Context: an optimization exercise on an open-source flow, tuned for small area, a short achievable clock period and few clock cycles. The choices shown serve that exercise and are no tape-out recipe. Only simulation tests tie the RTL to the original design; equivalence was not proved. Power is estimated from default activity; no workload was simulated.

### flow/design.v
module rtl433_count (
    input  wire [31:0] rem_in,
    input  wire        bit_in,
    input  wire [31:0] w,
    output wire        q,
    output wire [31:0] rem_out
);
    wire [32:0] t = {rem_in, bit_in};
    wire [33:0] s = {1'b0, t} - {2'b00, w};
    assign q       = ~s[33];
    assign rem_out = q ? s[31:0] : t[31:0];
endmodule
module rtl433_demod (
    input  wire        clk,
    input  wire        rst,
    input  wire        cmd_valid,
    output wire        cmd_ready,
    input  wire [31:0] cmd_word,
    input  wire [31:0] cmd_arg0,
    input  wire [31:0] cmd_arg1,
    input  wire [31:0] cmd_arg2,
    input  wire        pair_valid,
    output wire        pair_ready,
    input  wire [31:0] pair_pulse,
    input  wire [31:0] pair_gap,
    input  wire [2:0]  cfg_mode,
    input  wire [31:0] cfg_short_w,
    input  wire [31:0] cfg_long_w,
    input  wire [31:0] cfg_gap_limit,
    input  wire [31:0] cfg_reset_limit,
    input  wire [31:0] cfg_sync_w,
    input  wire [31:0] cfg_tol,
    output reg         rsp_valid,
    output reg  [31:0] rsp_result,
    output reg  [2:0]  rsp_code
);
    localparam OP_NOP     = 8'h00;
    localparam OP_DEMOD   = 8'h10;
    localparam OP_ROWCMP  = 8'h20;
    localparam OP_ROWCMPX = 8'h21;
    localparam OP_FINDREP = 8'h22;
    localparam OP_INVERT  = 8'h23;
    localparam OP_SEARCH  = 8'h24;
    localparam OP_BBREAD  = 8'h30;
    localparam OP_BBNROWS = 8'h31;
    localparam RC_OK        = 3'd0;
    localparam RC_NOT_FOUND = 3'd2;
    localparam RC_BAD_OP    = 3'd3;
    localparam RC_ILLEGAL   = 3'd4;
    localparam C_SHORT = 2'd0;
    localparam C_LONG  = 2'd1;
    localparam C_OUT   = 2'd2;
    localparam F_DATA   = 2'd0;
    localparam F_NEWROW = 2'd1;
    localparam F_RESET  = 2'd2;
    localparam K_NONE = 2'd0;
    localparam K_ADD  = 2'd1;
    localparam K_END  = 2'd2;
    localparam S_IDLE   = 3'd0;
    localparam S_DEMOD  = 3'd1;
    localparam S_CMP    = 3'd2;
    localparam S_SEARCH = 3'd3;
    localparam S_FLOAD  = 3'd4;
    localparam S_FCMP   = 3'd5;
    integer k;
    reg  [2:0]  state;
    reg         cmd_ready_r;
    reg         pair_ready_r;
    assign cmd_ready  = cmd_ready_r;
    assign pair_ready = pair_ready_r;
    wire [511:0] bb_bits;       
    wire [55:0]  bb_len;        
    reg  [3:0]   cur;           
    reg  [6:0]   clen;          
    reg  [3:0]   nrows;
    reg          inv;           
    reg  [2:0]  c_mode;
    reg  [31:0] c_sw, c_lw, c_gl, c_rl, c_sy, c_tol;
    always @(posedge clk) begin
        c_mode <= cfg_mode;
        c_sw   <= cfg_short_w;
        c_lw   <= cfg_long_w;
        c_gl   <= cfg_gap_limit;
        c_rl   <= cfg_reset_limit;
        c_sy   <= cfg_sync_w;
        c_tol  <= cfg_tol;
    end
    wire [32:0] s_lo = {1'b0, c_sw} - {1'b0, c_tol};    
    wire [32:0] s_hi = {1'b0, c_sw} + {1'b0, c_tol};
    wire [32:0] l_lo = {1'b0, c_lw} - {1'b0, c_tol};
    wire [32:0] l_hi = {1'b0, c_lw} + {1'b0, c_tol};
    wire [32:0] mid  = {1'b0, c_sw} + {1'b0, c_lw};
    wire [32:0] y_lo = {1'b0, c_sy} - {1'b0, c_tol};
    wire [32:0] y_hi = {1'b0, c_sy} + {1'b0, c_tol};
    wire        sw_lt_lw = (c_sw < c_lw);
    wire        sw_gt_lw = (c_sw > c_lw);
    wire        is_pcm   = (c_mode == 3'd2) || (c_mode == 3'd3);
    wire        g_long   = (c_mode == 3'd2);         
    wire [31:0] wg       = g_long ? c_lw : c_sw;     
    wire        sw_z     = (c_sw == 32'd0);
    wire        wg_z     = (wg == 32'd0);
    function [31:0] below_msb;
        input [31:0] w;
        reg   [31:0] m;
        integer b;
        begin
            m = w;
            for (b = 30; b >= 0; b = b - 1)
                m[b] = m[b] | m[b + 1];
            below_msb = m >> 1;
        end
    endfunction
    wire [31:0] bm_p = below_msb(c_sw);
    wire [31:0] bm_g = below_msb(wg);
    reg  [31:0] p0_p, p0_g;
    reg         valid0;
    reg  [7:0]  pairs_left;
    wire        xfer    = pair_valid & pair_ready_r;
    function ge_top2;
        input [31:0] x;
        input [31:0] w;
        input [31:0] bm;        
        reg   [31:0] sm, at_m, at_m1;
        begin
            sm    = {bm[30:0], 1'b1} | bm;
            at_m  = sm & ~bm;
            at_m1 = bm & ~(bm >> 1);
            ge_top2 = (|(x & ~sm)) |
                      ((|(x & at_m)) & (~(|(w & at_m1)) | (|(x & at_m1))));
        end
    endfunction
    wire        pred_in = is_pcm &
                          ((~sw_z & ge_top2({2'b00, pair_pulse[31:2]}, c_sw, bm_p)) |
                           (~wg_z & ge_top2({2'b00, pair_gap[31:2]},   wg,   bm_g)));
    always @(posedge clk) begin
        if (pair_ready_r) begin
            p0_p <= pair_pulse;
            p0_g <= pair_gap;
        end
    end
    function [1:0] class2;
        input [31:0] d;
        input        lt, gt;         
        input [32:0] m, slo, shi, llo, lhi;
        reg near, in_s, in_l;
        begin
            near = lt ? ({d, 1'b0} <= m) :
                   gt ? ({d, 1'b0} >= m) : 1'b1;
            in_s = (slo[32] | (d >= slo[31:0])) & ({1'b0, d} <= shi);
            in_l = (llo[32] | (d >= llo[31:0])) & ({1'b0, d} <= lhi);
            if (near) class2 = in_s ? C_SHORT : C_OUT;
            else      class2 = in_l ? C_LONG  : C_OUT;
        end
    endfunction
    wire [1:0] p_cls = class2(p0_p, sw_lt_lw, sw_gt_lw, mid, s_lo, s_hi, l_lo, l_hi);
    wire [1:0] g_cls = class2(p0_g, sw_lt_lw, sw_gt_lw, mid, s_lo, s_hi, l_lo, l_hi);
    wire g_rst  = (c_rl != 32'd0) & (p0_g > c_rl);
    wire g_sync = (c_sy != 32'd0) & (y_lo[32] | (p0_g >= y_lo[31:0])) & ({1'b0, p0_g} <= y_hi);
    wire g_gl   = (c_gl != 32'd0) & (p0_g > c_gl);
    wire [1:0] g_frame = g_rst ? F_RESET : (g_sync | g_gl) ? F_NEWROW : F_DATA;
    wire p_le_s  = ({1'b0, p0_p} <= s_hi);
    wire g_le_s  = ({1'b0, p0_g} <= s_hi);
    wire g_le_l  = ({1'b0, p0_g} <= l_hi);
    wire g_letol = g_long ? g_le_l : g_le_s;
    wire p_fast = sw_z | ({2'b00, p0_p[31:2]} < c_sw);
    wire g_fast = wg_z | ({2'b00, p0_g[31:2]} < wg);
    wire p_med  = ~|({6'd0, p0_p[31:6]} & ~bm_p);
    wire g_med  = ~|({6'd0, p0_g[31:6]} & ~bm_g);
    wire p_m1   = ~|({4'd0, p0_p[31:4]} & ~bm_p);
    wire g_m1   = ~|({4'd0, p0_g[31:4]} & ~bm_g);
    wire [3:0] sp = p_fast ? 4'd0 : p_m1 ? 4'd1 : p_med ? 4'd2 : 4'd15;
    wire [3:0] sg = (g_fast | ~g_cnt) ? 4'd0 : g_m1 ? 4'd1 : g_med ? 4'd2 : 4'd15;
    reg         stopped;        
    reg         sbusy;          
    reg         sph;            
    reg  [3:0]  si;             
    reg  [3:0]  sp_r, sg_r;     
    reg         mv;
    reg  [1:0]  m_pcls, m_gcls, m_frame;
    reg         m_pletol, m_gletol;
    reg  [31:0] m_rp, m_rg;
    reg         m_qp, m_qg, m_dp, m_dg;
    reg         v1;
    reg  [1:0]  r1_pcls, r1_gcls, r1_frame;
    reg         r1_pletol, r1_gletol;
    reg  [31:0] rr_p, rr_g;     
    reg  [7:0]  qq_p, qq_g;     
    wire        ld1   = valid0 & ~sbusy;
    wire        g_cnt = (g_frame == F_DATA);    
    wire        slow1 = ld1 & is_pcm & ~stopped & (~p_fast | (g_cnt & ~g_fast));
    wire        act_p = ~sbusy | (si <= sp_r);
    wire        act_g = ~sbusy | (si <= sg_r);
    wire        fst_p = ~sbusy | (si == sp_r);
    wire        fst_g = ~sbusy | (si == sg_r);
    wire [31:0] init_p = (sp_r == 4'd0) ? {2'b00, p0_p[31:2]} :
                         (sp_r == 4'd1) ? {4'd0, p0_p[31:4]} :
                         (sp_r == 4'd2) ? {6'd0, p0_p[31:6]} : 32'd0;
    wire [31:0] init_g = (sg_r == 4'd0) ? {2'b00, p0_g[31:2]} :
                         (sg_r == 4'd1) ? {4'd0, p0_g[31:4]} :
                         (sg_r == 4'd2) ? {6'd0, p0_g[31:6]} : 32'd0;
    wire [31:0] rin_p  = ~sbusy ? {2'b00, p0_p[31:2]} : fst_p ? init_p : rr_p;
    wire [31:0] rin_g  = ~sbusy ? {2'b00, p0_g[31:2]} : fst_g ? init_g : rr_g;
    wire [3:0]  bi     = sbusy ? si : 4'd0;
    wire        b1_p   = p0_p[2*bi + 1];
    wire        b0_p   = p0_p[2*bi];
    wire        b1_g   = p0_g[2*bi + 1];
    wire        b0_g   = p0_g[2*bi];
    wire        qa_p, qa_g, qb_p, qb_g;
    wire [31:0] ra_p, ra_g, rb_p, rb_g;
    rtl433_count u_ap (.rem_in(rin_p), .bit_in(b1_p), .w(c_sw), .q(qa_p), .rem_out(ra_p));
    rtl433_count u_ag (.rem_in(rin_g), .bit_in(b1_g), .w(wg),   .q(qa_g), .rem_out(ra_g));
    rtl433_count u_bp (.rem_in(m_rp), .bit_in(m_dp), .w(c_sw), .q(qb_p), .rem_out(rb_p));
    rtl433_count u_bg (.rem_in(m_rg), .bit_in(m_dg), .w(wg),   .q(qb_g), .rem_out(rb_g));
    always @(posedge clk) begin
        m_pcls   <= p_cls;
        m_gcls   <= g_cls;
        m_frame  <= g_frame;
        m_pletol <= p_le_s;
        m_gletol <= g_letol;
        m_rp     <= ra_p;
        m_rg     <= ra_g;
        m_qp     <= qa_p;
        m_qg     <= qa_g;
        m_dp     <= b0_p;
        m_dg     <= b0_g;
        if (mv) begin
            r1_pcls   <= m_pcls;
            r1_gcls   <= m_gcls;
            r1_frame  <= m_frame;
            r1_pletol <= m_pletol;
            r1_gletol <= m_gletol;
            if (act_p) begin
                rr_p <= sw_z ? 32'd0 : rb_p;
                qq_p <= sw_z ? 8'd0 :
                        fst_p ? {6'd0, m_qp, qb_p} :
                        (qq_p[7:6] != 2'b00) ? 8'hFF : {qq_p[5:0], m_qp, qb_p};
            end
            if (act_g) begin
                rr_g <= wg_z ? 32'd0 : rb_g;
                qq_g <= wg_z ? 8'd0 :
                        fst_g ? {6'd0, m_qg, qb_g} :
                        (qq_g[7:6] != 2'b00) ? 8'hFF : {qq_g[5:0], m_qg, qb_g};
            end
        end
        if (slow1) begin
            sp_r <= sp;
            sg_r <= sg;
        end
    end
    always @(posedge clk) begin
        if (rst || state != S_DEMOD) begin
            mv    <= 1'b0;
            v1    <= 1'b0;
            sbusy <= 1'b0;
            sph   <= 1'b0;
        end else begin
            mv <= 1'b0;
            v1 <= 1'b0;
            if (sbusy) begin
                sph <= ~sph;
                if (!sph) begin
                    mv <= 1'b1;                 
                end else begin
                    if (si == 4'd0) begin
                        sbusy <= 1'b0;
                        v1    <= 1'b1;
                    end else begin
                        si <= si - 4'd1;
                    end
                end
            end else begin
                if (mv) v1 <= 1'b1;
                if (slow1) begin
                    sbusy <= 1'b1;
                    sph   <= 1'b0;
                    si    <= (sp > sg) ? sp : sg;
                end else if (ld1 && !stopped) begin
                    mv <= 1'b1;
                end
            end
        end
    end
    wire       cp   = ~sw_z & ({rr_p, 1'b0} >= {1'b0, c_sw});
    wire [8:0] np   = {1'b0, qq_p} + {8'd0, cp};
    wire       okp  = sw_z ? r1_pletol : (rr_p <= c_tol) | s_lo[32] | (rr_p >= s_lo[31:0]);
    wire [32:0] wlo = g_long ? l_lo : s_lo;
    wire       cg   = ~wg_z & ({rr_g, 1'b0} >= {1'b0, wg});
    wire [8:0] ng   = {1'b0, qq_g} + {8'd0, cg};
    wire       okg  = wg_z ? r1_gletol : (rr_g <= c_tol) | wlo[32] | (rr_g >= wlo[31:0]);
    reg        e_endA, e_onesA, e_endB;
    reg  [8:0] e_cA, e_cB;
    always @(*) begin
        e_endA = 1'b0; e_onesA = 1'b0; e_endB = 1'b0;
        e_cA = 9'd0; e_cB = 9'd0;
        case (c_mode)
            3'd0, 3'd4: begin
                if (r1_pcls == C_OUT) e_endA = 1'b1;
                else begin e_cA = 9'd1; e_onesA = (r1_pcls == C_SHORT); end
            end
            3'd2, 3'd3: begin
                if (okp) begin e_cA = np; e_onesA = 1'b1; end
                else     e_endA = 1'b1;
            end
            default: ;
        endcase
        if (r1_frame != F_DATA) begin
            e_endB = 1'b1;
        end else begin
            case (c_mode)
                3'd1: begin
                    if (r1_gcls == C_OUT) e_endB = 1'b1;
                    else begin e_cA = 9'd1; e_onesA = (r1_gcls == C_LONG); end
                end
                3'd2, 3'd3: begin
                    if (okg) e_cB = ng;
                    else     e_endB = 1'b1;
                end
                3'd4: begin
                    if (r1_gcls == C_OUT) e_endB = 1'b1;
                end
                default: ;
            endcase
        end
    end
    reg        rv;
    reg        q_endA, q_onesA, q_endB;
    reg  [8:0] q_cA, q_cB;
    always @(posedge clk) begin
        q_endA  <= e_endA;
        q_onesA <= e_onesA;
        q_endB  <= e_endB;
        q_cA    <= e_cA;
        q_cB    <= e_cB;
        rv      <= ~rst & (state == S_DEMOD) & v1;
    end
    wire       cur_ok  = ~cur[3];
    wire       endA_e  = q_endA & cur_ok & (clen != 7'd0);
    wire [6:0] lenA    = q_endA ? 7'd0 : clen;
    wire [3:0] curA    = cur + {3'd0, endA_e};
    wire       curA_ok = ~curA[3];
    wire [9:0] sumB    = {3'd0, lenA} + {1'b0, q_cA} + {1'b0, q_cB};
    wire [6:0] lenB    = (sumB > 10'd64) ? 7'd64 : sumB[6:0];
    wire       endB_e  = q_endB & curA_ok & (lenB != 7'd0);
    wire [3:0] cur2    = curA + {3'd0, endB_e};
    wire [6:0] clen2   = endB_e ? 7'd0 : lenB;
    wire       ones_en = rv & q_onesA & ~q_endA & cur_ok;
    wire [9:0] ones_s  = {3'd0, clen} + {1'b0, q_cA};
    wire [6:0] ones_e  = (ones_s > 10'd64) ? 7'd64 : ones_s[6:0];
    reg  [63:0] ones_m;
    always @(*) begin
        for (k = 0; k < 64; k = k + 1)
            ones_m[k] = (k >= clen) && (k < ones_e);
    end
    reg        dclr;            
    wire       clr = rst | dclr;
    reg  [7:0] bclr;
    genvar gr;
    generate
        for (gr = 0; gr < 8; gr = gr + 1) begin : g_row
            reg [63:0] bits;
            reg [6:0]  len;
            wire       sel = ones_en & (cur[2:0] == gr);
            always @(posedge clk) begin
                bits <= (bits & {64{~bclr[gr]}}) | (ones_m & {64{sel}});
                if (clr)
                    len <= 7'd0;
                else if (rv && curA_ok && curA[2:0] == gr)
                    len <= lenB;
            end
            assign bb_bits[gr*64 +: 64] = bits;
            assign bb_len[gr*7 +: 7]    = len;
        end
    endgenerate
    wire [3:0] nrows_now = cur + {3'd0, cur_ok & (clen != 7'd0)};
    wire [3:0] nrows_app = cur2 + {3'd0, ~cur2[3] & (clen2 != 7'd0)};
    reg  [63:0] W;
    reg  [6:0]  ws;             
    reg  [6:0]  wl;             
    reg  [6:0]  ob7;
    reg         big;            
    reg  [6:0]  spos;           
    reg         sbig;
    reg  [2:0]  a_reg, b_reg;
    reg  [6:0]  lena;           
    reg  [7:0]  fmask, scan;
    reg  [3:0]  kk, fcnt;
    reg  [2:0]  leader;
    function [2:0] first8;
        input [7:0] m;
        begin
            first8 = m[0] ? 3'd0 : m[1] ? 3'd1 : m[2] ? 3'd2 : m[3] ? 3'd3 :
                     m[4] ? 3'd4 : m[5] ? 3'd5 : m[6] ? 3'd6 : 3'd7;
        end
    endfunction
    function [3:0] pop8;
        input [7:0] m;
        integer b;
        begin
            pop8 = 4'd0;
            for (b = 0; b < 8; b = b + 1)
                pop8 = pop8 + {3'd0, m[b]};
        end
    endfunction
    reg  [2:0] psel;
    wire [63:0]  pa  = bb_bits[psel*64 +: 64];
    wire [63:0]  rowr = bb_bits[cmd_word[18:16]*64 +: 64];
    wire [127:0] pa2 = {pa, pa} >> spos[5:0];
    wire [63:0]  rot = pa2[63:0];
    wire [7:0] we = {1'b0, ws} + {1'b0, wl};
    reg  [63:0] wmask;
    always @(*) begin
        for (k = 0; k < 64; k = k + 1)
            wmask[k] = (k >= ws) && (k < we);
    end
    wire eq0 = ~|((rot ^ W) & wmask);
    wire eq1 = ~|((rot[32:1] ^ W[31:0]) & wmask[31:0]);
    wire eq2 = ~|((rot[33:2] ^ W[31:0]) & wmask[31:0]);
    wire eq3 = ~|((rot[34:3] ^ W[31:0]) & wmask[31:0]);
    wire [6:0] lenb   = bb_len[b_reg*7 +: 7];
    wire       c_fits = ~big & ({1'b0, ws} + {1'b0, wl} <= {1'b0, lena}) &
                               ({1'b0, ob7} + {1'b0, wl} <= {1'b0, lenb});
    wire [7:0] lastpos = {1'b0, lena} - {1'b0, wl};
    wire [7:0] pos0 = {1'b0, spos};
    wire [7:0] pos1 = pos0 + 8'd1;
    wire [7:0] pos2 = pos0 + 8'd2;
    wire [7:0] pos3 = pos0 + 8'd3;
    wire       lp_ok = ~sbig & ~lastpos[7];
    wire       fit0 = lp_ok & (pos0 <= lastpos);
    wire       fit1 = lp_ok & (pos1 <= lastpos);
    wire       fit2 = lp_ok & (pos2 <= lastpos);
    wire       fit3 = lp_ok & (pos3 <= lastpos);
    wire       hit0 = fit0 & eq0;
    wire       hit1 = fit1 & eq1;
    wire       hit2 = fit2 & eq2;
    wire       hit3 = fit3 & eq3;
    wire [7:0] hitpos = hit0 ? pos0 : hit1 ? pos1 : hit2 ? pos2 : pos3;
    wire [7:0] f_lmask = fmask & ~(8'd1 << psel);     
    wire [7:0] f_scan  = scan & ~(8'd1 << psel);      
    wire [7:0] f_mask1 = fmask & ~(8'd1 << psel);     
    wire [3:0] f_rest  = pop8(f_scan);
    wire       f_hit0  = (fcnt >= kk);
    wire       f_hit1  = (fcnt + 4'd1 >= kk);
    wire       f_stop0 = (f_scan == 8'd0) || ({1'b0, fcnt} + {1'b0, f_rest} < {1'b0, kk});
    wire       f_stop1 = (f_scan == 8'd0) || ({1'b0, fcnt} + {1'b0, f_rest} + 5'd1 < {1'b0, kk});
    wire       f_hit   = eq0 ? f_hit1 : f_hit0;
    wire       f_stop  = eq0 ? f_stop1 : f_stop0;
    wire [2:0] f_nj    = first8(f_scan);
    wire [2:0] f_nl0   = first8(fmask);
    wire [2:0] f_nl1   = first8(f_mask1);
    wire [7:0] w_op = cmd_word[31:24];
    wire [7:0] w_a  = cmd_word[23:16];
    wire [7:0] w_b  = cmd_word[15:8];
    wire [7:0] w_z  = cmd_word[7:0];
    reg        w_legal;
    always @(*) begin
        case (w_op)
            OP_NOP, OP_FINDREP, OP_INVERT, OP_BBNROWS:
                w_legal = (w_a == 8'd0) && (w_b == 8'd0) && (w_z == 8'd0);
            OP_DEMOD, OP_SEARCH:
                w_legal = (w_b == 8'd0) && (w_z == 8'd0);
            OP_ROWCMP, OP_ROWCMPX, OP_BBREAD:
                w_legal = (w_z == 8'd0);
            default:
                w_legal = 1'b0;
        endcase
    end
    wire       accept = cmd_valid & cmd_ready_r;
    wire [6:0] len_in = bb_len[w_a[2:0]*7 +: 7];
    wire       a_bad  = (w_a >= {4'd0, nrows});
    wire       b_bad  = (w_b >= {4'd0, nrows});
    wire       big0   = |cmd_arg0[31:7];
    wire       big1   = |cmd_arg1[31:7];
    wire       big2   = |cmd_arg2[31:7];
    wire [31:0] rd_half = w_b[1] ? rowr[63:32] : rowr[31:0];
    reg  [31:0] rd_word;
    always @(*) begin
        for (k = 0; k < 32; k = k + 1)
            rd_word[(k / 8) * 8 + 7 - (k % 8)] =
                (rd_half[k] ^ inv) & ({1'b0, len_in} > ({2'b00, w_b[1], 5'd0} + k));
    end
    reg  [31:0] pat;
    always @(*) begin
        for (k = 0; k < 32; k = k + 1)
            pat[k] = cmd_arg2[31 - k] ^ inv;
    end
    reg  [7:0] cand;
    always @(*) begin
        for (k = 0; k < 8; k = k + 1)
            cand[k] = ~big0 & (cmd_arg0[6:0] != 7'd0) &
                      (bb_len[k*7 +: 7] == cmd_arg0[6:0]);
    end
    reg         n_rv;
    reg  [31:0] n_res;
    reg  [2:0]  n_code;
    always @(posedge clk) begin
        if (rst) begin
            state        <= S_IDLE;
            cmd_ready_r  <= 1'b1;
            pair_ready_r <= 1'b0;
            rsp_valid    <= 1'b0;
            rsp_result   <= 32'd0;
            rsp_code     <= 3'd0;
            nrows        <= 4'd0;
            inv          <= 1'b0;
            cur          <= 4'd0;
            clen         <= 7'd0;
            dclr         <= 1'b0;
            valid0       <= 1'b0;
            pairs_left   <= 8'd0;
            stopped      <= 1'b0;
        end else begin
            rsp_valid <= 1'b0;
            dclr      <= 1'b0;
            valid0    <= xfer;
            case (state)
                S_IDLE: begin
                    if (accept) begin
                        if (!w_legal) begin
                            rsp_valid  <= 1'b1;
                            rsp_result <= 32'd0;
                            rsp_code   <= RC_ILLEGAL;
                        end else begin
                            case (w_op)
                                OP_DEMOD: begin
                                    state        <= S_DEMOD;
                                    cmd_ready_r  <= 1'b0;
                                    dclr         <= 1'b1;
                                    pairs_left   <= w_a;
                                    pair_ready_r <= (w_a != 8'd0);
                                    stopped      <= 1'b0;
                                    inv          <= 1'b0;
                                end
                                OP_ROWCMP, OP_ROWCMPX: begin
                                    if (a_bad || b_bad) begin
                                        rsp_valid  <= 1'b1;
                                        rsp_result <= 32'd0;
                                        rsp_code   <= RC_BAD_OP;
                                    end else begin
                                        state       <= S_CMP;
                                        cmd_ready_r <= 1'b0;
                                    end
                                end
                                OP_SEARCH: begin
                                    if (a_bad || big0 || cmd_arg0[6:0] == 7'd0 ||
                                        cmd_arg0[6:0] > 7'd32) begin
                                        rsp_valid  <= 1'b1;
                                        rsp_result <= 32'd0;
                                        rsp_code   <= RC_BAD_OP;
                                    end else begin
                                        state       <= S_SEARCH;
                                        cmd_ready_r <= 1'b0;
                                    end
                                end
                                OP_FINDREP: begin
                                    state       <= S_FLOAD;
                                    cmd_ready_r <= 1'b0;
                                end
                                OP_INVERT: begin
                                    inv        <= ~inv;
                                    rsp_valid  <= 1'b1;
                                    rsp_result <= 32'd0;
                                    rsp_code   <= RC_OK;
                                end
                                OP_BBREAD: begin
                                    rsp_valid <= 1'b1;
                                    if (w_a >= 8'd8 || w_b > 8'd2) begin
                                        rsp_result <= 32'd0;
                                        rsp_code   <= RC_BAD_OP;
                                    end else begin
                                        rsp_result <= (w_b == 8'd0) ? {25'd0, len_in} : rd_word;
                                        rsp_code   <= RC_OK;
                                    end
                                end
                                OP_BBNROWS: begin
                                    rsp_valid  <= 1'b1;
                                    rsp_result <= {28'd0, nrows};
                                    rsp_code   <= RC_OK;
                                end
                                default: begin    
                                    rsp_valid  <= 1'b1;
                                    rsp_result <= 32'd0;
                                    rsp_code   <= RC_OK;
                                end
                            endcase
                        end
                    end
                end
                S_DEMOD: begin
                    if (dclr) begin
                        cur   <= 4'd0;
                        clen  <= 7'd0;
                        nrows <= 4'd0;
                    end else if (rv) begin
                        cur  <= cur2;
                        clen <= clen2;
                    end
                    if (ld1 && g_frame == F_RESET)
                        stopped <= 1'b1;
                    pairs_left   <= pairs_left - {7'd0, xfer};
                    pair_ready_r <= (pairs_left - {7'd0, xfer} != 8'd0) &&
                                    (sbusy ? (!sph && si == 4'd0)
                                           : (!(xfer && pred_in) && !slow1));
                    if (pairs_left == 8'd0 && !valid0 && !sbusy && !mv && !v1) begin
                        state       <= S_IDLE;
                        cmd_ready_r <= 1'b1;
                        rsp_valid   <= 1'b1;
                        rsp_code    <= RC_OK;
                        if (dclr) begin
                            rsp_result <= 32'd0;
                        end else begin
                            rsp_result <= {28'd0, rv ? nrows_app : nrows_now};
                            nrows      <= rv ? nrows_app : nrows_now;
                        end
                    end
                end
                S_CMP: begin
                    state       <= S_IDLE;
                    cmd_ready_r <= 1'b1;
                    rsp_valid   <= 1'b1;
                    rsp_result  <= {31'd0, c_fits & eq0};
                    rsp_code    <= RC_OK;
                end
                S_SEARCH: begin
                    if (hit0 || hit1 || hit2 || hit3) begin
                        state       <= S_IDLE;
                        cmd_ready_r <= 1'b1;
                        rsp_valid   <= 1'b1;
                        rsp_result  <= {24'd0, hitpos};
                        rsp_code    <= RC_OK;
                    end else if (!fit3) begin
                        state       <= S_IDLE;
                        cmd_ready_r <= 1'b1;
                        rsp_valid   <= 1'b1;
                        rsp_result  <= 32'hFFFFFFFF;
                        rsp_code    <= RC_NOT_FOUND;
                    end
                end
                S_FLOAD: begin
                    if (fmask == 8'd0 || pop8(fmask) < kk) begin
                        state       <= S_IDLE;
                        cmd_ready_r <= 1'b1;
                        rsp_valid   <= 1'b1;
                        rsp_result  <= 32'hFFFFFFFF;
                        rsp_code    <= RC_NOT_FOUND;
                    end else if (kk <= 4'd1) begin
                        state       <= S_IDLE;
                        cmd_ready_r <= 1'b1;
                        rsp_valid   <= 1'b1;
                        rsp_result  <= {29'd0, psel};
                        rsp_code    <= RC_OK;
                    end else begin
                        state <= S_FCMP;
                    end
                end
                S_FCMP: begin
                    if (f_hit) begin
                        state       <= S_IDLE;
                        cmd_ready_r <= 1'b1;
                        rsp_valid   <= 1'b1;
                        rsp_result  <= {29'd0, leader};
                        rsp_code    <= RC_OK;
                    end else if (f_stop) begin
                        state <= S_FLOAD;
                    end
                end
                default: state <= S_IDLE;
            endcase
        end
    end
    always @(posedge clk)
        bclr <= {8{rst | (state == S_IDLE && accept && w_legal && w_op == OP_DEMOD)}};
    always @(posedge clk) begin
        if (state == S_IDLE && accept) begin
            if (w_op == OP_SEARCH)
                W[31:0] <= pat;
            else
                W <= rowr;
        end else if (state == S_FLOAD) begin
            W <= pa;
        end
        if (state == S_IDLE && accept) begin
            a_reg <= w_a[2:0];
            b_reg <= w_b[2:0];
            psel  <= (w_op == OP_FINDREP) ? first8(cand) :
                     (w_op == OP_SEARCH)  ? w_a[2:0] : w_b[2:0];
            lena  <= len_in;
            fmask <= cand;
            kk    <= (cmd_arg1[31:4] != 28'd0) ? 4'd15 : cmd_arg1[3:0];
            sbig  <= big1;
            case (w_op)
                OP_ROWCMPX: begin
                    ws   <= cmd_arg1[6:0];
                    wl   <= cmd_arg0[6:0];
                    ob7  <= cmd_arg2[6:0];
                    big  <= big0 | big1 | big2;
                    spos <= {1'b0, cmd_arg2[5:0] - cmd_arg1[5:0]};
                end
                OP_SEARCH: begin
                    ws   <= 7'd0;
                    wl   <= cmd_arg0[6:0];
                    ob7  <= 7'd0;
                    big  <= 1'b0;
                    spos <= cmd_arg1[6:0];
                end
                default: begin    
                    ws   <= 7'd0;
                    wl   <= cmd_arg0[6:0];
                    ob7  <= 7'd0;
                    big  <= big0;
                    spos <= 7'd0;
                end
            endcase
        end else if (state == S_SEARCH) begin
            spos <= spos + 7'd4;
        end else if (state == S_FLOAD) begin
            leader <= psel;
            fmask  <= f_lmask;
            scan   <= f_lmask;
            fcnt   <= 4'd1;
            psel   <= first8(f_lmask);
        end else if (state == S_FCMP) begin
            fcnt  <= fcnt + {3'd0, eq0};
            scan  <= f_scan;
            if (eq0) fmask <= f_mask1;
            psel  <= !f_stop ? f_nj : eq0 ? f_nl1 : f_nl0;
        end
    end
endmodule
### flow/run.sh
#!/bin/bash
# synth_recipe.tcl (not shown) runs the flow's synth.tcl, then flattens the netlist and writes it again
# the make line also repeats each setting of config.mk as NAME=value (left out here)
make -C /OpenROAD-flow-scripts/flow DESIGN_CONFIG=/design/flow/config.mk WORK_HOME=/design/flow/orfs CLKGATE_MAP_FILE= SYNTH_SCRIPT=/design/flow/synth_recipe.tcl finish
### flow/config.mk
export PLATFORM = sky130hd
export DESIGN_NAME = rtl433_demod
export DESIGN_NICKNAME = rtl433_demod
export VERILOG_FILES = /design/flow/design.v
export SDC_FILE = /design/flow/constraint.sdc
export NUM_CORES = 4
export LEC_CHECK = 0
export CAP_MARGIN = 35
export CORE_MARGIN = 2
export CORE_UTILIZATION = 50
export PLACE_DENSITY = 0.65
export SLEW_MARGIN = 35
### flow/constraint.sdc
create_clock -name core_clock -period 16.0 [get_ports {clk}]
set_input_delay 3.2000 -clock core_clock [delete_from_list [all_inputs] [get_ports {clk}]]
set_output_delay 3.2000 -clock core_clock [all_outputs]
set_load 0.01 [all_outputs]
==> impl_metrics.env, run 1 <==
export IMPL_clockPowerShare=0.344
export IMPL_grt_start_max_net_pins=237
export IMPL_final_setup_worst_slack_ns=6.089
export IMPL_die_boundary_height_um=470.1
export IMPL_first_global_vias=110756
export IMPL_mappedNetlistArea_sq_mm=0.1086
export IMPL_min_from="m_gletol"
export IMPL_finalNonFillerCells=16346
export IMPL_gp_congestion=1.118
export IMPL_biggestRegsByFlops="g_row.bits (512), W (64), g_row.len (56)"
export IMPL_yosysUniqueCellTypes=107
export IMPL_synth_sequential_area_ratio=0.2540
export IMPL_ys_top_cells_by_area="sky130_fd_sc_hd__dfxtp_1 (17%), sky130_fd_sc_hd__ha_1 (14%), sky130_fd_sc_hd__edfxtp_1 (8.2%), sky130_fd_sc_hd__a21oi_1 (4.3%), sky130_fd_sc_hd__mux4_2 (3.8%)"
export IMPL_power_net_switching_mw=3.926
export IMPL_std_cell_rows=171
export IMPL_ys_dominant_reg_cell="sky130_fd_sc_hd__dfxtp_1"
export IMPL_placement_setup_worst_slack_ns=6.457
export IMPL_largest_register_ffs=512
export IMPL_min_delay_worst_endpoint="r1_gletol"
export IMPL_clk_transition_reported_paths_ns=0.06
export IMPL_share_of_total_power_in_combinational_logic=0.330
export IMPL_timing_reg2reg_worst_path_depth=32
export IMPL_run_status="timing/DRC/antenna clean"
export IMPL_fp_dieW_um=470.1
export IMPL_power_static_leakage_nw=49.63
export IMPL_drt_antenna_violating_nets=0
export IMPL_fin_nets=15010
export IMPL_detail_route_wirelength_mm=571.9
export IMPL_number_of_vias_after_detailed_routing=115559
export IMPL_tritoncts_clock_tree="built"
export IMPL_fraction_of_final_layout_cells_sized_beyond_drive_strength_1=0.08445
export IMPL_finalWorstPathRequiredPeriod_ns=9.911
export IMPL_largest_register="g_row.bits"
export IMPL_yosys_cell_count_top_type="sky130_fd_sc_hd__ha_1"
export IMPL_p_sw_frac=0.3768
export IMPL_synth_cells_most_frequent="sky130_fd_sc_hd__ha_1 (1240), sky130_fd_sc_hd__nor2_1 (1004), sky130_fd_sc_hd__inv_1 (999), sky130_fd_sc_hd__dfxtp_1 (934), sky130_fd_sc_hd__a21oi_1 (923)"
export IMPL_clock_sinks=1230
export IMPL_post_cts_resize_count=0
export IMPL_number_of_max_cap_violations=0
export IMPL_power_density_mw_per_mm2=85.16
export IMPL_drc_errors=0
export IMPL_critPathRequiredTime_ns=16.59
export IMPL_floorplan_die_area_sq_mm=0.2210
export IMPL_synth_yosys_warnings=1
export IMPL_r2r_end="si[0]"
export IMPL_ctsHoldBuffers=0
export IMPL_synth_largest_area_cell="sky130_fd_sc_hd__dfxtp_1"
export IMPL_routed_via_density=7.070
export IMPL_tritoncts_num_buffers=144
export IMPL_setup_repair_after_global_routing_missed_its_margin="no"
export IMPL_routed_wire_per_std_cell_um=34.99
export IMPL_timing_critical_path_slowest_cell_delay_ns=0.85
export IMPL_io_pin_count=429
export IMPL_synth_fp_nets=14768
export IMPL_power_sequential_fraction=0.326
export IMPL_drt_iter0_drc=16510
export IMPL_achievable_frequency_ghz=0.1009
export IMPL_sequential_cell_area_sq_mm=0.02760
export IMPL_hold_path_cell_count=0
export IMPL_floorplan_core_area_sq_mm=0.2165
export IMPL_ir_drop_worst_case_vdd_uv=112.4
export IMPL_clock_root_buffer="sky130_fd_sc_hd__clkbuf_16"
export IMPL_number_of_cells_produced_by_synthesis=13104
export IMPL_worst_slew_pin_slew_ns=1.052
export IMPL_grt_antenna_before_repair=42
export IMPL_initial_core_util=0.5016
export IMPL_yosys_register_bits=1230
export IMPL_num_fill_cells=19098
export IMPL_post_route_clock_period_utilization=0.6194
export IMPL_multiInputGateArea_sq_mm=0.07512
export IMPL_share_of_yosys_cell_area_claimed_by_the_top_area_cell_type=0.1722
export IMPL_synth_area_per_cell_sq_um=8.289
export IMPL_wire_length_of_the_first_global_routing_pass_mm=797.1
export IMPL_finalMaxSlewViolations=0
export IMPL_timing_max_slew_rel_slack=0.2785
export IMPL_htreeDepth=4
export IMPL_place_detailed_instances=16048
export IMPL_synth_enable_flop_cells=296
export IMPL_cts_setup_buffers=0
export IMPL_dp_final_hpwl_mm=441.0
export IMPL_worstHoldPathType="flop to flop"
export IMPL_worst_path_arrival_time_ns=10.50
export IMPL_ys_async_sr_fraction=0
export IMPL_r2r_path_start="c_tol[1]"
export IMPL_timing_clock_skew_ns=0.06988
export IMPL_timing_critical_path_from_type="flop"
export IMPL_setup_violations_final=0
export IMPL_slowest_stage="sky130_fd_sc_hd__o311ai_0"
export IMPL_totalNegativeSetupSlack_ns=0
export IMPL_place_port_buffers=428
export IMPL_grt_util_all_layers=0.4942
export IMPL_regToRegSetupSlack_ns=6.09
export IMPL_worst_skew_pair_late_latency_ns=0.86
export IMPL_drt_pass1_iter_count=17
export IMPL_totalPowerFinal_mw=10.42
export IMPL_endpoint_kind="flop"
export IMPL_report_final_hold_viol_count=0
export IMPL_global_route_overflow_total=0
export IMPL_cellInternalPower_mw=6.492
export IMPL_critPathMaxFanout=8
export IMPL_critical_path_class="flop to flop"
export IMPL_critPathMostFrequentCell="sky130_fd_sc_hd__o21ai_0"
export IMPL_cts_root_to_sink_buffers=3
export IMPL_areaGrowthSynthToFinish_pct=12.63
[layout by cell type, fill, tap and decap left out, types with 182 or more instances in the layout]
master	n
sky130_fd_sc_hd__nand2b_1	189
sky130_fd_sc_hd__edfxtp_1	296
sky130_fd_sc_hd__nand4_1	253
sky130_fd_sc_hd__o22ai_1	638
sky130_fd_sc_hd__o21ai_0	591
sky130_fd_sc_hd__mux4_2	182
sky130_fd_sc_hd__dfxtp_1	929
sky130_fd_sc_hd__nor3_1	267
sky130_fd_sc_hd__ha_1	1240
sky130_fd_sc_hd__nor2_1	987
sky130_fd_sc_hd__nand3_1	351
sky130_fd_sc_hd__inv_1	995
sky130_fd_sc_hd__nor2b_1	186
sky130_fd_sc_hd__buf_4	325
sky130_fd_sc_hd__clkdlybuf4s50_1	423
sky130_fd_sc_hd__xnor2_1	414
sky130_fd_sc_hd__xor2_1	266
sky130_fd_sc_hd__a21o_1	295
sky130_fd_sc_hd__nand2_1	840
sky130_fd_sc_hd__a21oi_1	917
sky130_fd_sc_hd__mux2i_1	363
[critical path, delay by kind of cell (launching register included)]
| kind | cells | cell delay, ns |
|---|---|---|
| compound gates | 19 | 5.60 |
| simple gates | 8 | 1.62 |
| fa+ha+maj | 3 | 0.91 |
| flops | 1 | 0.68 |
| buf+inv | 1 | 0.45 |
| xor+xnor | 1 | 0.37 |
[cell type report]
| type | count | share of cell area |
|---|---|---|
| Antenna cell | 29 | 0.0005932 |
| Clock buffer | 204 | 0.03516 |
| Clock inverter | 59 | 0.006178 |
| Inverter | 1011 | 0.03104 |
| Multi-Input combinational cell | 10178 | 0.6141 |
| Sequential cell | 1230 | 0.2256 |
| Tap cell | 2854 | 0.02919 |
| Timing Repair Buffer | 781 | 0.05811 |
[cell families (layout without fill, tap and decap cells)]
kind of cell,count (synthesis),in the layout,synth area share
flip-flops,1230,1230,0.2540
adder cells (fa/ha/maj),1273,1273,0.1489
AO/OA/AOI/OAI,3834,3834,0.2303
buffers and inverters,1696,2055,0.06103
multiplexers,657,657,0.08257
other,0,29,0
XOR/XNOR,683,683,0.05508
AND/OR/NAND/NOR,3731,3731,0.1681
[worst max-delay path by stage]
stage	from	end	slack, ns	depth (start not counted)
6_report	c_tol[1]	si[0]	6.09	32
5_1_grt	c_tol[1]	si[0]	5.82	32
4_1_cts	psel[0]	rsp_result[16]	6.45	19
3_5_place_dp	psel[0]	rsp_result[13]	6.46	19
3_3_place_gp	psel[0]	rsp_code[1]	6.59	19
2_1_floorplan	cmd_word[16]	rsp_result[1]	7.22	21
[routing by layer]
| metal | wire (um) | track usage | part of all wire | vias to the layer above |
|---|---|---|---|---|
| li1 | - | - | - | 49159 |
| met2 | 245400 | 0.7619 | 0.43 | 8973 |
| met3 | 61710 | 0.1283 | 0.11 | 2949 |
| met5 | 242 | 0.0002163 | 0.00042 | - |
| met1 | 193200 | 0.5451 | 0.34 | 54444 |
| met4 | 71360 | 0.4935 | 0.12 | 34 |
[power by group through the flow]
stage | clock network [mW] | logic (mW) | registers, mW
2_1_floorplan | 0 | 2.05 | 3.37
3_3_place_gp | 0 | 3.17 | 3.45
3_5_place_dp | 0 | 3.24 | 3.45
4_1_cts | 3.56 | 3.27 | 3.38
5_1_grt | 3.68 | 3.59 | 3.39
6_report | 3.58 | 3.44 | 3.39
[per-stage QoR]
stage | instance area, sq um | utilization | hold slack, ns
3_3_place_gp | 116500 | 0.5381 | 0.3918
5_1_grt | 122300 | 0.5647 | 0.3850
2_1_floorplan | 108600 | - | 0.3855
4_1_cts | 122000 | 0.5633 | 0.3783
6_report | 122300 | 0.5650 | 0.3734
3_5_place_dp | 116900 | 0.5400 | 0.3887
Testbench counts, summed over its fixed seeds: cycles 38,190.
==> run 2: changes to the inputs <==
--- a/flow/design.v
+++ b/flow/design.v
@@ -116,22 +116,26 @@
     reg         valid0;
     reg  [7:0]  pairs_left;
     wire        xfer    = pair_valid & pair_ready_r;
-    function ge_top2;
+    function ge_top3;
         input [31:0] x;
         input [31:0] w;
         input [31:0] bm;        
-        reg   [31:0] sm, at_m, at_m1;
+        reg   [31:0] sm, at_m, at_m1, at_m2;
+        reg          x1, x2, w1, w2;
         begin
             sm    = {bm[30:0], 1'b1} | bm;
             at_m  = sm & ~bm;
             at_m1 = bm & ~(bm >> 1);
-            ge_top2 = (|(x & ~sm)) |
-                      ((|(x & at_m)) & (~(|(w & at_m1)) | (|(x & at_m1))));
+            at_m2 = (bm >> 1) & ~(bm >> 2);
+            x1 = |(x & at_m1);  x2 = |(x & at_m2);
+            w1 = |(w & at_m1);  w2 = |(w & at_m2);
+            ge_top3 = (|(x & ~sm)) |
+                      ((|(x & at_m)) & ((x1 & ~w1) | ((x1 == w1) & (x2 | ~w2))));
         end
     endfunction
     wire        pred_in = is_pcm &
-                          ((~sw_z & ge_top2({2'b00, pair_pulse[31:2]}, c_sw, bm_p)) |
-                           (~wg_z & ge_top2({2'b00, pair_gap[31:2]},   wg,   bm_g)));
+                          ((~sw_z & ge_top3({2'b00, pair_pulse[31:2]}, c_sw, bm_p)) |
+                           (~wg_z & ge_top3({2'b00, pair_gap[31:2]},   wg,   bm_g)));
     always @(posedge clk) begin
         if (pair_ready_r) begin
             p0_p <= pair_pulse;
@@ -274,7 +278,7 @@
                     sbusy <= 1'b1;
                     sph   <= 1'b0;
                     si    <= (sp > sg) ? sp : sg;
-                end else if (ld1 && !stopped) begin
+                end else if (ld1 && !stopped && is_pcm) begin
                     mv <= 1'b1;
                 end
             end
@@ -287,6 +291,9 @@
     wire       cg   = ~wg_z & ({rr_g, 1'b0} >= {1'b0, wg});
     wire [8:0] ng   = {1'b0, qq_g} + {8'd0, cg};
     wire       okg  = wg_z ? r1_gletol : (rr_g <= c_tol) | wlo[32] | (rr_g >= wlo[31:0]);
+    wire [1:0] x_pcls  = p_cls;     
+    wire [1:0] x_gcls  = g_cls;
+    wire [1:0] x_frame = is_pcm ? r1_frame : g_frame;
     reg        e_endA, e_onesA, e_endB;
     reg  [8:0] e_cA, e_cB;
     always @(*) begin
@@ -294,8 +301,8 @@
         e_cA = 9'd0; e_cB = 9'd0;
         case (c_mode)
             3'd0, 3'd4: begin
-                if (r1_pcls == C_OUT) e_endA = 1'b1;
-                else begin e_cA = 9'd1; e_onesA = (r1_pcls == C_SHORT); end
+                if (x_pcls == C_OUT) e_endA = 1'b1;
+                else begin e_cA = 9'd1; e_onesA = (x_pcls == C_SHORT); end
             end
             3'd2, 3'd3: begin
                 if (okp) begin e_cA = np; e_onesA = 1'b1; end
@@ -303,20 +310,20 @@
             end
             default: ;
         endcase
-        if (r1_frame != F_DATA) begin
+        if (x_frame != F_DATA) begin
             e_endB = 1'b1;
         end else begin
             case (c_mode)
                 3'd1: begin
-                    if (r1_gcls == C_OUT) e_endB = 1'b1;
-                    else begin e_cA = 9'd1; e_onesA = (r1_gcls == C_LONG); end
+                    if (x_gcls == C_OUT) e_endB = 1'b1;
+                    else begin e_cA = 9'd1; e_onesA = (x_gcls == C_LONG); end
                 end
                 3'd2, 3'd3: begin
                     if (okg) e_cB = ng;
                     else     e_endB = 1'b1;
                 end
                 3'd4: begin
-                    if (r1_gcls == C_OUT) e_endB = 1'b1;
+                    if (x_gcls == C_OUT) e_endB = 1'b1;
                 end
                 default: ;
             endcase
@@ -331,7 +338,7 @@
         q_endB  <= e_endB;
         q_cA    <= e_cA;
         q_cB    <= e_cB;
-        rv      <= ~rst & (state == S_DEMOD) & v1;
+        rv      <= ~rst & (state == S_DEMOD) & (is_pcm ? v1 : (ld1 & ~stopped));
     end
     wire       cur_ok  = ~cur[3];
     wire       endA_e  = q_endA & cur_ok & (clen != 7'd0);
@@ -402,7 +409,13 @@
         end
     endfunction
     reg  [2:0] psel;
-    wire [63:0]  pa  = bb_bits[psel*64 +: 64];
+    reg  [7:0] psel1;           
+    reg  [63:0] pa;
+    always @(*) begin
+        pa = 64'd0;
+        for (k = 0; k < 8; k = k + 1)
+            pa = pa | (bb_bits[k*64 +: 64] & {64{psel1[k]}});
+    end
     wire [63:0]  rowr = bb_bits[cmd_word[18:16]*64 +: 64];
     wire [127:0] pa2 = {pa, pa} >> spos[5:0];
     wire [63:0]  rot = pa2[63:0];
@@ -484,6 +497,8 @@
             pat[k] = cmd_arg2[31 - k] ^ inv;
     end
     reg  [7:0] cand;
+    wire [7:0] cand0 = {cand[7:1], 1'b0};
+    reg        ffirst;          
     always @(*) begin
         for (k = 0; k < 8; k = k + 1)
             cand[k] = ~big0 & (cmd_arg0[6:0] != 7'd0) &
@@ -552,7 +567,7 @@
                                     end
                                 end
                                 OP_FINDREP: begin
-                                    state       <= S_FLOAD;
+                                    state       <= cand[0] ? S_FCMP : S_FLOAD;
                                     cmd_ready_r <= 1'b0;
                                 end
                                 OP_INVERT: begin
@@ -653,7 +668,19 @@
                     end
                 end
                 S_FCMP: begin
-                    if (f_hit) begin
+                    if (ffirst && kk <= 4'd1) begin
+                        state       <= S_IDLE;
+                        cmd_ready_r <= 1'b1;
+                        rsp_valid   <= 1'b1;
+                        rsp_result  <= 32'd0;
+                        rsp_code    <= RC_OK;
+                    end else if (ffirst && {1'b0, pop8(fmask)} + 5'd1 < {1'b0, kk}) begin
+                        state       <= S_IDLE;
+                        cmd_ready_r <= 1'b1;
+                        rsp_valid   <= 1'b1;
+                        rsp_result  <= 32'hFFFFFFFF;
+                        rsp_code    <= RC_NOT_FOUND;
+                    end else if (f_hit) begin
                         state       <= S_IDLE;
                         cmd_ready_r <= 1'b1;
                         rsp_valid   <= 1'b1;
@@ -681,10 +708,16 @@
         if (state == S_IDLE && accept) begin
             a_reg <= w_a[2:0];
             b_reg <= w_b[2:0];
-            psel  <= (w_op == OP_FINDREP) ? first8(cand) :
+            psel  <= (w_op == OP_FINDREP) ? first8(cand0) :
                      (w_op == OP_SEARCH)  ? w_a[2:0] : w_b[2:0];
+            psel1 <= 8'd1 << ((w_op == OP_FINDREP) ? first8(cand0) :
+                              (w_op == OP_SEARCH)  ? w_a[2:0] : w_b[2:0]);
+            fmask  <= cand0;
+            scan   <= cand0;
+            leader <= 3'd0;
+            fcnt   <= 4'd1;
+            ffirst <= cand[0];
             lena  <= len_in;
-            fmask <= cand;
             kk    <= (cmd_arg1[31:4] != 28'd0) ? 4'd15 : cmd_arg1[3:0];
             sbig  <= big1;
             case (w_op)
@@ -713,16 +746,20 @@
         end else if (state == S_SEARCH) begin
             spos <= spos + 7'd4;
         end else if (state == S_FLOAD) begin
+            ffirst <= 1'b0;
             leader <= psel;
             fmask  <= f_lmask;
             scan   <= f_lmask;
             fcnt   <= 4'd1;
             psel   <= first8(f_lmask);
+            psel1  <= 8'd1 << first8(f_lmask);
         end else if (state == S_FCMP) begin
+            ffirst <= 1'b0;
             fcnt  <= fcnt + {3'd0, eq0};
             scan  <= f_scan;
             if (eq0) fmask <= f_mask1;
             psel  <= !f_stop ? f_nj : eq0 ? f_nl1 : f_nl0;
+            psel1 <= 8'd1 << (!f_stop ? f_nj : eq0 ? f_nl1 : f_nl0);
         end
     end
 endmodule
--- a/flow/config.mk
+++ b/flow/config.mk
@@ -7,6 +7,6 @@
 export LEC_CHECK = 0
 export CAP_MARGIN = 35
 export CORE_MARGIN = 2
-export CORE_UTILIZATION = 50
-export PLACE_DENSITY = 0.65
+export CORE_UTILIZATION = 40
+export PLACE_DENSITY = 0.5
 export SLEW_MARGIN = 35
==> impl_metrics.env, run 2 <==
export IMPL_run_status="timing/DRC/antenna clean"
export IMPL_fraction_of_final_layout_cells_sized_beyond_drive_strength_1=0.09408
export IMPL_layout_cells_most_common_list="sky130_fd_sc_hd__ha_1 (1247), sky130_fd_sc_hd__nor2_1 (1025), sky130_fd_sc_hd__inv_1 (1012)"
export IMPL_place_detailed_instances=15859
export IMPL_synth_compound_area_frac=0.2253
export IMPL_yosys_register_bits=1231
export IMPL_synth_largest_area_cell="sky130_fd_sc_hd__dfxtp_1"
export IMPL_detail_route_wirelength_mm=530.0
export IMPL_timing_reg2reg_worst_path_depth=33
export IMPL_placement_setup_worst_slack_ns=7.803
export IMPL_synth_enable_flop_cells=292
export IMPL_post_route_cell_area_sq_mm=0.1198
export IMPL_synth_cells_most_frequent="sky130_fd_sc_hd__ha_1 (1247), sky130_fd_sc_hd__nor2_1 (1030), sky130_fd_sc_hd__inv_1 (1013), sky130_fd_sc_hd__dfxtp_1 (939), sky130_fd_sc_hd__a21oi_1 (817)"
export IMPL_biggestRegsByFlops="g_row.bits (512), W (64), g_row.len (56)"
export IMPL_critical_path_class="flop to flop"
export IMPL_slowest_stage="sky130_fd_sc_hd__dfxtp_1"
export IMPL_share_of_yosys_cell_area_claimed_by_the_top_area_cell_type=0.1789
export IMPL_timing_clock_skew_ns=0.09019
export IMPL_io_pin_count=429
export IMPL_worst_path_dominant_cell_family="compound AO/OA/AOI/OAI gates"
export IMPL_yosys_cell_count_top_type="sky130_fd_sc_hd__ha_1"
export IMPL_multiInputGateArea_sq_mm=0.07163
export IMPL_synth_yosys_warnings=1
export IMPL_grt_start_max_net_pins=195
export IMPL_drt_antenna_violating_nets=0
export IMPL_routed_via_density=6.402
export IMPL_grt_antenna_before_repair=20
export IMPL_largest_register="g_row.bits"
export IMPL_grt_util_all_layers=0.3834
export IMPL_ys_top_cells_by_area="sky130_fd_sc_hd__dfxtp_1 (18%), sky130_fd_sc_hd__ha_1 (15%), sky130_fd_sc_hd__edfxtp_1 (8.3%), sky130_fd_sc_hd__mux4_2 (6.7%), sky130_fd_sc_hd__o22ai_1 (3.9%)"
export IMPL_critPathBufInv=4
export IMPL_power_density_mw_per_mm2=82.64
export IMPL_muxShareOfSynthArea=0.09556
export IMPL_mappedNetlistArea_sq_mm=0.1051
export IMPL_fin_nets=14182
export IMPL_post_synth_fa_ha_maj_area_fraction=0.1547
export IMPL_mostFrequentLayoutCell="sky130_fd_sc_hd__ha_1"
export IMPL_timing_max_slew_rel_slack=0.3030
export IMPL_synth_sequential_area_ratio=0.2623
export IMPL_critPathMostFrequentCell="sky130_fd_sc_hd__a21oi_1"
export IMPL_fp_dieW_um=516.6
export IMPL_detailed_place_area_sq_mm=0.1143
export IMPL_clock_sinks=1231
export IMPL_floorplan_core_area_sq_mm=0.2618
export IMPL_floorplan_die_area_sq_mm=0.2669
export IMPL_synth_top_family_by_area="compound AO/OA/AOI/OAI gates"
export IMPL_synthSimpleGateAreaFrac=0.1518
export IMPL_die_boundary_height_um=516.6
export IMPL_cts_root_to_sink_buffers=4
export IMPL_largest_register_ffs=512
export IMPL_clk_transition_reported_paths_ns=0.06
export IMPL_achievable_frequency_ghz=0.1212
export IMPL_power_static_leakage_nw=47.94
export IMPL_global_route_overflow_total=0
export IMPL_hold_path_cell_count=0
export IMPL_drc_errors=0
export IMPL_tritoncts_num_buffers=158
export IMPL_setup_repair_after_global_routing_missed_its_margin="no"
export IMPL_finalMaxSlewViolations=0
export IMPL_worstSetupPathDepth=33
export IMPL_first_global_vias=98983
export IMPL_final_setup_worst_slack_ns=7.748
export IMPL_gp_congestion=1.015
export IMPL_wire_length_of_the_first_global_routing_pass_mm=739.3
export IMPL_number_of_vias_after_detailed_routing=103502
export IMPL_post_cts_resize_count=0
export IMPL_ys_dominant_reg_cell="sky130_fd_sc_hd__dfxtp_1"
export IMPL_initial_core_util=0.4015
export IMPL_endpoint_kind="flop"
export IMPL_timing_critical_path_from_type="flop"
export IMPL_post_route_clock_period_utilization=0.5158
export IMPL_worst_slew_pin_slew_ns=1.016
export IMPL_sequential_cell_area_sq_mm=0.02758
export IMPL_std_cell_rows=188
export IMPL_critPathMaxFanout=56
export IMPL_finalWorstPathRequiredPeriod_ns=8.252
export IMPL_clock_root_buffer="sky130_fd_sc_hd__clkbuf_16"
export IMPL_drt_pass1_iter_count=7
export IMPL_yosysUniqueCellTypes=102
export IMPL_synth_area_per_cell_sq_um=8.610
export IMPL_areaGrowthSynthToFinish_pct=13.96
export IMPL_worstHoldPathType="flop to flop"
export IMPL_ys_async_sr_fraction=0
export IMPL_ctsHoldBuffers=0
export IMPL_report_final_hold_viol_count=0
export IMPL_tritoncts_clock_tree="built"
export IMPL_number_of_max_cap_violations=0
export IMPL_critPathRequiredTime_ns=16.68
export IMPL_totalPowerFinal_mw=9.898
export IMPL_dp_final_hpwl_mm=407.3
export IMPL_htreeDepth=4
export IMPL_totalNegativeSetupSlack_ns=0
export IMPL_number_of_cells_produced_by_synthesis=12207
export IMPL_ir_drop_worst_case_vdd_uv=85.81
export IMPL_timing_critical_path_slowest_cell_delay_ns=0.94
export IMPL_post_synthesis_xor_xnor_area_fraction=0.04858
export IMPL_setup_violations_final=0
export IMPL_routed_wire_per_std_cell_um=32.78
export IMPL_worst_skew_pair_late_latency_ns=0.88
export IMPL_finalNonFillerCells=16167
export IMPL_synth_fp_nets=13878
export IMPL_place_port_buffers=428
export IMPL_worst_path_arrival_time_ns=8.94
export IMPL_cts_setup_buffers=0
export IMPL_num_fill_cells=25484
export IMPL_drt_iter0_drc=11852
[run 2: cell types whose count changed after synthesis, moves of 32 or more]
| cell | delta |
|---|---|
| sky130_fd_sc_hd__a22oi_1 | +140 |
| sky130_fd_sc_hd__mux4_2 | +130 |
| sky130_fd_sc_hd__xnor2_1 | -46 |
| sky130_fd_sc_hd__o211ai_1 | -55 |
| sky130_fd_sc_hd__mux2i_1 | -175 |
| sky130_fd_sc_hd__a21oi_1 | -106 |
| sky130_fd_sc_hd__a32oi_1 | -32 |
| sky130_fd_sc_hd__xor2_1 | -54 |
| sky130_fd_sc_hd__o21ai_0 | -93 |
| sky130_fd_sc_hd__nand3_1 | -126 |
| sky130_fd_sc_hd__buf_1 | -44 |
| sky130_fd_sc_hd__nand2_1 | -255 |
| sky130_fd_sc_hd__nor4_1 | -32 |
| sky130_fd_sc_hd__clkbuf_1 | -36 |
[run 2: cell type report]
class | instances | area share
inverter | 1033 | 0.03241
timing repair buffer | 766 | 0.05807
antenna | 14 | 0.0002925
sequential | 1231 | 0.2302
clock inverter | 64 | 0.006268
tap | 3515 | 0.03672
multi-input combinational | 9321 | 0.5981
clock buffer | 223 | 0.03794
[run 2: where the power goes]
group	switching [mW]	total [mW]	leakage [nW]	internal, mW
clock	1.56	3.73	2.58	2.17
combinational	1.73	2.82	34.9	1.09
sequential	0.0958	3.35	10.4	3.25
[run 2: worst register-to-register path: cells and delay by family (launching register included)]
kind / cells / cell delay [ns]
and+or+nand+nor: 6 / 0.78
muxes: 1 / 0.55
adders and majority gates: 6 / 1.63
AOI/OAI and AO/OA: 14 / 2.47
buffers and inverters: 4 / 1.24
DFF: 1 / 0.94
xor gates and xnor gates: 2 / 0.49
[run 2: cell families (layout without fill, tap and decap cells)]
group | count (synthesis) | in the layout
mux | 603 | 603
simple gates | 3239 | 3239
buf+inv | 1655 | 2086
flops | 1231 | 1231
fa+ha+maj | 1280 | 1280
xor+xnor | 583 | 583
other cells | 0 | 14
compound gates | 3616 | 3616
[run 2: metal layers]
| layer | wire (um) | track usage |
|---|---|---|
| met3 | 37980 | 0.05849 |
| met4 | 50270 | 0.3107 |
| met1 | 202700 | 0.4552 |
| met2 | 238900 | 0.6150 |
| met5 | 80 | 0 |
[run 2: through the flow]
stage | util | hold WS [ns]
6_report | 0.4575 | 0.4020
4_1_cts | 0.4568 | 0.4031
3_3_place_gp | 0.4348 | 0.3898
3_5_place_dp | 0.4366 | 0.3919
5_1_grt | 0.4574 | 0.4047
2_1_floorplan | - | 0.3855
[run 2: final timing paths]
kind                                 endpoint  slack (ns)      from
worst max register to register  rsp_result[1]        7.75   clen[1]
worst min-delay path                r1_gletol        0.40  m_gletol
worst max-delay path            rsp_result[1]        7.75   clen[1]
worst min register to register      r1_gletol        0.40  m_gletol
Testbench counts of run 2, summed over its fixed seeds: cycles 37,611.
==> run 3: changes to the inputs <==
==> flow/flow/run.sh (new file) <==
#!/bin/bash
set -e
export SETUP_SLACK_MARGIN=9.5
bash standard.sh > standard.log 2>&1
==> flow/standard.sh (new file) <==
#!/bin/bash
# synth_recipe.tcl (not shown) runs the flow's synth.tcl, then flattens the netlist and writes it again
# the make line also repeats each setting of config.mk as NAME=value (left out here)
make -C /OpenROAD-flow-scripts/flow DESIGN_CONFIG=/design/flow/config.mk WORK_HOME=/design/flow/orfs CLKGATE_MAP_FILE= SYNTH_SCRIPT=/design/flow/synth_recipe.tcl "${@:-finish}"
removed: flow/run.sh
==> impl_metrics.env, run 3 <==
export IMPL_run_status="timing/DRC/antenna clean"
export IMPL_drc_errors=0
export IMPL_timing_critical_path_from_type="flop"
export IMPL_worst_skew_pair_late_latency_ns=0.90
export IMPL_p_sw_frac=0.3415
export IMPL_timing_max_slew_rel_slack=0.2499
export IMPL_timing_reg2reg_worst_path_depth=33
export IMPL_finalMaxSlewViolations=0
export IMPL_share_of_total_power_in_combinational_logic=0.293
export IMPL_drt_pass1_iter_count=8
export IMPL_clockPowerShare=0.372
export IMPL_synth_area_per_cell_sq_um=8.610
export IMPL_worstHoldPathType="flop to flop"
export IMPL_use_met3=0.06171
export IMPL_first_global_vias=99773
export IMPL_placement_setup_worst_slack_ns=7.940
export IMPL_ctsHoldBuffers=0
export IMPL_min_from="m_pletol"
export IMPL_detailed_place_area_sq_mm=0.1140
export IMPL_grt_start_max_net_pins=221
export IMPL_largest_register="g_row.bits"
export IMPL_grt_antenna_before_repair=24
export IMPL_place_port_buffers=428
export IMPL_synth_fp_nets=13878
export IMPL_critical_path_class="flop to flop"
export IMPL_power_static_leakage_nw=48.97
export IMPL_die_boundary_height_um=516.6
export IMPL_yosys_register_bits=1231
export IMPL_place_detailed_instances=15828
export IMPL_timing_critical_path_slowest_cell_delay_ns=0.45
export IMPL_power_net_switching_mw=3.420
export IMPL_setup_violations_final=0
export IMPL_drt_iter0_drc=12033
export IMPL_cellInternalPower_mw=6.594
export IMPL_mostFrequentLayoutCell="sky130_fd_sc_hd__ha_1"
export IMPL_final_setup_worst_slack_ns=9.386
export IMPL_synth_cells_most_frequent="sky130_fd_sc_hd__ha_1 (1247), sky130_fd_sc_hd__nor2_1 (1030), sky130_fd_sc_hd__inv_1 (1013), sky130_fd_sc_hd__dfxtp_1 (939), sky130_fd_sc_hd__a21oi_1 (817)"
export IMPL_yosys_cell_count_top_type="sky130_fd_sc_hd__ha_1"
export IMPL_detail_route_wirelength_mm=521.6
export IMPL_synth_largest_area_cell="sky130_fd_sc_hd__dfxtp_1"
export IMPL_global_route_overflow_total=0
export IMPL_power_sequential_fraction=0.335
export IMPL_ys_async_sr_fraction=0
export IMPL_muxShareOfSynthArea=0.09556
export IMPL_ir_drop_worst_case_vdd_uv=92.10
export IMPL_tritoncts_clock_tree="built"
export IMPL_setup_repair_after_global_routing_missed_its_margin="yes"
export IMPL_totalNegativeSetupSlack_ns=0
export IMPL_largest_register_ffs=512
export IMPL_achievable_frequency_ghz=0.1512
export IMPL_ys_top_cells_by_area="sky130_fd_sc_hd__dfxtp_1 (18%), sky130_fd_sc_hd__ha_1 (15%), sky130_fd_sc_hd__edfxtp_1 (8.3%), sky130_fd_sc_hd__mux4_2 (6.7%), sky130_fd_sc_hd__o22ai_1 (3.9%)"
export IMPL_clock_sinks=1231
export IMPL_totalPowerFinal_mw=10.01
export IMPL_hold_path_cell_count=0
export IMPL_io_pin_count=429
export IMPL_synth_compound_area_frac=0.2253
export IMPL_share_of_yosys_cell_area_claimed_by_the_top_area_cell_type=0.1789
export IMPL_htreeDepth=4
export IMPL_worst_path_arrival_time_ns=7.21
export IMPL_drt_antenna_violating_nets=0
export IMPL_floorplan_die_area_sq_mm=0.2669
export IMPL_r2r_end="si[0]"
export IMPL_power_density_mw_per_mm2=81.55
export IMPL_floorplan_core_area_sq_mm=0.2618
export IMPL_tritoncts_num_buffers=160
export IMPL_ys_dominant_reg_cell="sky130_fd_sc_hd__dfxtp_1"
export IMPL_finalWorstPathRequiredPeriod_ns=6.614
export IMPL_routed_via_density=6.418
export IMPL_post_synthesis_xor_xnor_area_fraction=0.04858
export IMPL_busiest_metal_layer_after_global_routing="met2"
export IMPL_fraction_of_final_layout_cells_sized_beyond_drive_strength_1=0.1237
export IMPL_std_cell_rows=188
export IMPL_synth_sequential_area_ratio=0.2623
export IMPL_areaGrowthSynthToFinish_pct=16.84
export IMPL_grt_util_all_layers=0.3739
export IMPL_grt_met1_usage=0.4484
export IMPL_mappedNetlistArea_sq_mm=0.1051
export IMPL_critPathMaxFanout=3
export IMPL_synth_top_family_by_area="compound AO/OA/AOI/OAI gates"
export IMPL_gp_congestion=1.045
export IMPL_post_route_cell_area_sq_mm=0.1228
export IMPL_number_of_cells_produced_by_synthesis=12207
export IMPL_r2r_path_start="c_sy[0]"
export IMPL_post_synth_fa_ha_maj_area_fraction=0.1547
export IMPL_initial_core_util=0.4015
export IMPL_wire_length_of_the_first_global_routing_pass_mm=726.0
export IMPL_number_of_vias_after_detailed_routing=104457
export IMPL_global_routing_met2_resource_utilization=0.5971
export IMPL_synth_yosys_warnings=1
export IMPL_endpoint_kind="flop"
export IMPL_routed_wire_per_std_cell_um=32.05
export IMPL_clock_root_buffer="sky130_fd_sc_hd__clkbuf_16"
export IMPL_post_route_clock_period_utilization=0.4133
export IMPL_synth_enable_flop_cells=292
export IMPL_fin_nets=14298
export IMPL_finalNonFillerCells=16276
export IMPL_yosysUniqueCellTypes=102
export IMPL_slowest_stage="sky130_fd_sc_hd__or3b_4"
export IMPL_synthSimpleGateAreaFrac=0.1518
export IMPL_worst_slew_pin_slew_ns=1.118
export IMPL_number_of_max_cap_violations=0
export IMPL_cts_root_to_sink_buffers=4
export IMPL_min_delay_worst_endpoint="r1_pletol"
export IMPL_report_final_hold_viol_count=0
export IMPL_fp_dieW_um=516.6
export IMPL_layout_cells_most_common_list="sky130_fd_sc_hd__ha_1 (1223), sky130_fd_sc_hd__nor2_1 (1015), sky130_fd_sc_hd__inv_1 (984)"
export IMPL_dp_final_hpwl_mm=390.5
export IMPL_clk_transition_reported_paths_ns=0.07
export IMPL_timing_clock_skew_ns=0.09440
export IMPL_critPathRequiredTime_ns=16.60
export IMPL_regToRegSetupSlack_ns=9.39
export IMPL_biggestRegsByFlops="g_row.bits (512), W (64), g_row.len (56)"
-- run 3: cell counts after synthesis --
No cell type changed its count.
-- run 3: repair_timing --
| action | 4_1_cts | 5_1_grt |
|---|---|---|
| buffers inserted | 62 | 75 |
| pin swaps | 63 | 103 |
| cloned | 1 | 9 |
| resized for setup | 243 | 237 |
| setup endpoints to repair | 208 | 179 |
-- run 3: worst max path at each step --
stage / startpoint / slack [ns] / to / depth (start not counted)
global route: c_sy[0] / 9.10 / si[0] / 33
finish: c_sy[0] / 9.39 / si[0] / 33
detailed placement: pair_gap[29] / 7.94 / pair_ready_r / 21
CTS: psel[0] / 9.45 / psel1[3] / 25
global placement: cmd_word[23] / 7.70 / rsp_result[27] / 11
floorplan: cmd_word[16] / 9.44 / rsp_result[1] / 20
-- run 3: metal layers --
layer | vias to the layer above | part of all wire | wire length [um]
met5 | - | 0.00019 | 98
met4 | 16 | 0.093 | 48490
met3 | 1485 | 0.079 | 41290
met2 | 5558 | 0.45 | 232700
met1 | 50970 | 0.38 | 199000
li1 | 46428 | - | -
-- run 3: per-stage QoR --
step	util	hold slack, ns
floorplan	-	0.3855
global placement	0.4341	0.3892
detailed placement	0.4354	0.3947
CTS	0.4615	0.4083
global route	0.4690	0.4088
finish	0.4691	0.4111
-- run 3: cells by family (layout without fill, tap and decap cells) --
family                     Yosys count  count (layout)
AOI/OAI and AO/OA                 3616            3616
buffers and inverters             1655            2197
other                                0              12
DFF                               1231            1231
muxes                              603             603
xor gates and xnor gates           583             583
and+or+nand+nor                   3239            3239
adders and majority gates         1280            1280
-- run 3: layout make-up --
cell class	instances	area, sq um
well taps	3515	4398
inverters	1033	3950
repair buffers	880	8459
fillers	25294	139000
clock inverters	65	664.4
clock buffers	219	4627
flip-flops and latches	1231	27620
diodes	12	30.03
multi-input cells	9321	73050
-- run 3: power groups by stage --
stage               clock network (mW)  logic, mW  registers, mW
detailed placement                   0       2.70           3.42
floorplan                            0       1.80           3.36
CTS                               3.78       2.78           3.35
global placement                     0       2.66           3.42
global route                      3.90       3.14           3.35
finish                            3.73       2.93           3.35
-- run 3: worst max-delay path, delay by kind of cell, from the launching register on --
kind | cells | cell delay (ns)
xor+xnor | 1 | 0.14
compound gates | 16 | 3.06
simple gates | 8 | 1.47
buf+inv | 2 | 0.09
flops | 1 | 0.36
fa+ha+maj | 4 | 1.01
mux | 2 | 0.30

==> separate check: timing with driven ports <==
The flow's constraints put no driver on any port. The routed layouts listed below were extracted and timed again, unchanged, in two steps.
Step 1, drivers: a clkbuf_16 drives clk and a buf_2 each remaining input, both assumed.
Step 2, shift: input delay + t, output delay - t, t = (earliest + latest rising clock arrival at the registers) / 2. This alone moves slack from input paths to output paths.
Three values: ideal ports, drivers, drivers and shift; two values: the first two.
run | t (ns) | setup WS [ns] | worst setup path after step 2
run 1 | 0.935 | 6.089 / 6.089 / 6.089 | register to register
run 2 | 0.947 | 7.748 / 7.748 / 7.501 | input to register
run 3 | 0.950 | 9.386 / 9.386 / 8.678 | input to register
After both steps setup and hold are still met in every run listed. The setup slack of run 3, which loses most, moves by 0.000 ns with the drivers and by -0.708 ns with both steps.
